What follows belongs to an exercise in optimizing a design on an open flow for small area, a short achievable clock period and few clock cycles; a production flow would make more cautious choices.
The RTL was checked by simulation tests, not by an equivalence proof against the original design.
Power and IR drop assume default switching activity.

the previous run:
// qr_segdec
module qr_segdec (
    input  wire        clk,
    input  wire        rst,
    input  wire        start,
    input  wire [5:0]  version,
    input  wire [11:0] ndata,
    output wire        busy,
    input  wire        in_valid,
    input  wire [7:0]  in_data,
    output wire        in_ready,
    output reg         out_valid,
    output reg  [7:0]  out_char,
    output reg         seg_valid,
    output reg  [1:0]  seg_cls,
    output reg  [3:0]  seg_ind,
    output reg  [15:0] seg_len,
    output reg         seg_trunc,
    output reg         seg_bad,
    output reg  [12:0] seg_n,
    output reg  [14:0] seg_pos
);
  localparam BW = 22;                  
  localparam P_MODE = 2'd0;
  localparam P_LEN  = 2'd1;
  localparam P_DATA = 2'd2;
  function [16:0] addc(input [15:0] a, input [15:0] b, input ci);
    integer i;
    reg c;
    reg [15:0] s;
    begin
      c = ci;
      for (i = 0; i < 16; i = i + 1) begin
        s[i] = a[i] ^ b[i] ^ c;
        c    = (a[i] & b[i]) | (c & (a[i] ^ b[i]));
      end
      addc = {c, s};
    end
  endfunction
  function ge(input [15:0] a, input [15:0] b);    
    reg [16:0] t;
    begin
      t  = addc(a, ~b, 1'b1);
      ge = t[16];
  ...
Size in the first run: roughly 1600 cells after synthesis, about 160 flip-flops, ~94 I/O pins, ~11000 sq um of cells after synthesis.
==> flow/config.mk <==
export PLATFORM = sky130hd
export DESIGN_NAME = qr_segdec
export DESIGN_NICKNAME = qr_segdec
export VERILOG_FILES = /design/flow/design.v
export SDC_FILE = /design/flow/constraint.sdc
export NUM_CORES = 4
export LEC_CHECK = 0
export ABC_AREA = 1
export CAP_MARGIN = 20
export CORE_MARGIN = 2
export CORE_UTILIZATION = 40
export PLACE_DENSITY = 0.6
export SLEW_MARGIN = 20
==> flow/constraint.sdc <==
create_clock -name core_clock -period 11.0 [get_ports {clk}]
set_input_delay 2.2000 -clock core_clock [delete_from_list [all_inputs] [get_ports {clk}]]
set_output_delay 2.2000 -clock core_clock [all_outputs]
set_load 0.01 [all_outputs]
standard.sh (not shown) runs the stock make flow with config.mk's settings and CLKGATE_MAP_FILE= SYNTH_SCRIPT=/design/flow/synth_recipe.tcl, a recipe that flattens the netlist after the stock synthesis.
==> flow/flow/run.sh <==
#!/bin/bash
# Standard layout, with timing repair aimed at a 7.5 ns setup margin (the
# clock period and constraints are the design's; only the repair target of
# the resizer's repair_timing steps changes).
set -euo pipefail
bash standard.sh SETUP_SLACK_MARGIN=7.5 finish > standard_make.log 2>&1
Testbench counts of the previous run, summed over its fixed seeds: cycles 80,989.
Modified inputs, the current run compared to the previous run
Settings: changing CORE_UTILIZATION from 40 to 60; changing PLACE_DENSITY from 0.6 to 0.75.
==> comparison <==
The previous run vs the current run, startpoint of the worst setup timing path: seg_cls[0] vs seg_cls[1]
Total power: the current run above the previous run
Higher clock share of power goes to the current run over the previous run.
The current run completed every stage of the flow, and the final layout passed the timing, DRC and antenna checks.
The current run against the previous run: reg2reg setup slack neither gained nor lost much, final critical path time including I/O delays and setup lost 62 ps, post-placement setup slack picked up an extra 18 ps, total vias in the final route picked up an extra 185, effective utilization at floorplan picked up an extra 20 points.
seg_cls[1] as the end of the critical path was reported by the current run, and seg_cls[0] by the previous run.

Another version of the RTL of qr_segdec (not shown whole).
Size: about 1,600 cells after synthesis, roughly 94 I/O pins.
export LEC_CHECK = 0
export ABC_AREA = 1
export CAP_MARGIN = 20
export CORE_MARGIN = 2
export CORE_UTILIZATION = 64
export PLACE_DENSITY = 0.78
export SLEW_MARGIN = 20
create_clock -name core_clock -period 11.0 [get_ports {clk}]
==> flow/flow/run.sh <==
#!/bin/bash
# Standard layout, with three changes to how it is made (the clock period and
# the constraints are the design's):
#  - the resizer's repair_timing steps aim at a 7.75 ns setup margin;
#  - every port still gets its buffer, but a plain buf_1 instead of the
#    delay cell that buffer_ports picks by default;
#  - clock tree synthesis adds no dummy loads (its other arguments are
#    the standard flow's).
set -euo pipefail
bash standard.sh SETUP_SLACK_MARGIN=7.75 \
  "BUFFER_PORTS_ARGS=-buffer_cell sky130_fd_sc_hd__buf_1" \
  "CTS_ARGS=-sink_clustering_enable -repair_clock_nets -dont_use_dummy_load" \
  finish > standard_make.log 2>&1
Testbench counts at the start, summed over its fixed seeds: cycles 80,989.
Rerun with:
==> flow/run.sh (new file) <==
#!/bin/bash
# synth_recipe.tcl (not shown) runs the flow's synth.tcl, then flattens the netlist and writes it again
# the make line also repeats each setting of config.mk as NAME=value (left out here)
make -C /OpenROAD-flow-scripts/flow DESIGN_CONFIG=/design/flow/config.mk WORK_HOME=/design/flow/orfs CLKGATE_MAP_FILE= SYNTH_SCRIPT=/design/flow/synth_recipe.tcl finish
- CORE_UTILIZATION: 64 -> 67
- PLACE_DENSITY: 0.78 -> 0.8
removed: flow/flow/run.sh
removed: flow/standard.sh
What happened:
- The new run ran to the end with no violations
- first-iteration DRC count goes down by 5.6%
- global-route usage shrinks by 0.48 points
- worst setup slack is worse by 0.70 ns
- routed wire length fell by 9.1%
- final cell count fell by 2.4%
Rerun with:
==> flow/flow/run.sh (new file) <==
#!/bin/bash
# Standard layout, with two changes to how it is made (the clock period and
# the constraints are the design's):
#  - the resizer's repair_timing steps aim at a 8.0 ns setup margin;
#  - every port still gets its buffer, but a plain buf_1 instead of the
#    delay cell that buffer_ports picks by default.
set -euo pipefail
bash standard.sh SETUP_SLACK_MARGIN=8.0 \
  "BUFFER_PORTS_ARGS=-buffer_cell sky130_fd_sc_hd__buf_1" finish > standard_make.log 2>&1
==> flow/standard.sh (new file) <==
#!/bin/bash
# synth_recipe.tcl (not shown) runs the flow's synth.tcl, then flattens the netlist and writes it again
# the make line also repeats each setting of config.mk as NAME=value (left out here)
make -C /OpenROAD-flow-scripts/flow DESIGN_CONFIG=/design/flow/config.mk WORK_HOME=/design/flow/orfs CLKGATE_MAP_FILE= SYNTH_SCRIPT=/design/flow/synth_recipe.tcl "${@:-finish}"
- CORE_UTILIZATION: 67 -> 60
- PLACE_DENSITY: 0.8 -> 0.75
removed: flow/run.sh
What happened:
- flip-flop and latch count is unchanged
- synthesized area is unchanged
- non-clock buffer count went up by 127
- routed wire length is higher by 20%
Rerun with:
--- a/flow/flow/run.sh
+++ b/flow/flow/run.sh
@@ -4 +4 @@
-#  - the resizer's repair_timing steps aim at a 8.0 ns setup margin;
+#  - the resizer's repair_timing steps aim at a 7.75 ns setup margin;
@@ -8 +8 @@
-bash standard.sh SETUP_SLACK_MARGIN=8.0 \
+bash standard.sh SETUP_SLACK_MARGIN=7.75 \
- CORE_UTILIZATION: 60 -> 55
- PLACE_DENSITY: 0.75 -> 0.7
Setup slack gets better by 0.017 ns.
Non-clock buffer count goes down by 66.
Design area came out lower by 8.0%.
Synthesized area is unchanged.
Total power grows by 0.37%.
Rerun with:
- CORE_UTILIZATION: 55 -> 67
- PLACE_DENSITY: 0.7 -> 0.8
The new run ran to the end with no violations.
Global-route usage came out higher by 6.2 points.
Final cell count falls by a few percent.
Count of clock-buffer cells in the layout is unchanged.
Wire length grows by a little under a tenth.
Power barely changes.

-- port drivers added, routing unchanged --
Ports are ideal in the flow. The routed layouts listed here were re-timed in OpenROAD. Step 1 (the two cells are an assumption about what drives the block):
set clk [get_ports {clk}]
set_driving_cell -lib_cell sky130_fd_sc_hd__clkbuf_16 $clk
set_driving_cell -lib_cell sky130_fd_sc_hd__buf_2 [delete_from_list [all_inputs] $clk]
Step 2 also shifts input and output timing later by t, the mid clock arrival at the registers, as if the neighbouring blocks saw the same clock. Three values: ideal ports, drivers, drivers and shift; two values: the first two.
run | shift t [ns] | setup slack, ns | worst setup path at the end | worst data-port slew with drivers (ns) | pins driven straight from the clock port
the previous run | 0.478 | 7.438 / 7.390 / 7.191 | input to register | 0.04 | 1
the current run | 0.481 | 7.500 / 7.452 / 7.157 | input to register | 0.05 | 1
the first run of note 2 | 0.478 | 7.650 / 7.650 / 7.574 | input to register | 0.03 | 1
the second run of note 2 | 0.482 | 6.950 / 6.950 / 6.563 | input to register | 0.04 | 1
the third run of note 2 | 0.477 | 7.779 / 7.767 / 7.694 | input to register | 0.04 | 1
the fourth run of note 2 | 0.476 | 7.795 / 7.747 / 7.509 | input to register | 0.03 | 1
the fifth run of note 2 | 0.479 | 7.612 / 7.612 / 7.432 | input to register | 0.03 | 1
After both steps setup and hold are still met in every run listed. For the second run of note 2, which loses most, drivers alone change the setup slack by 0.000 ns; drivers and shift together by -0.387 ns.
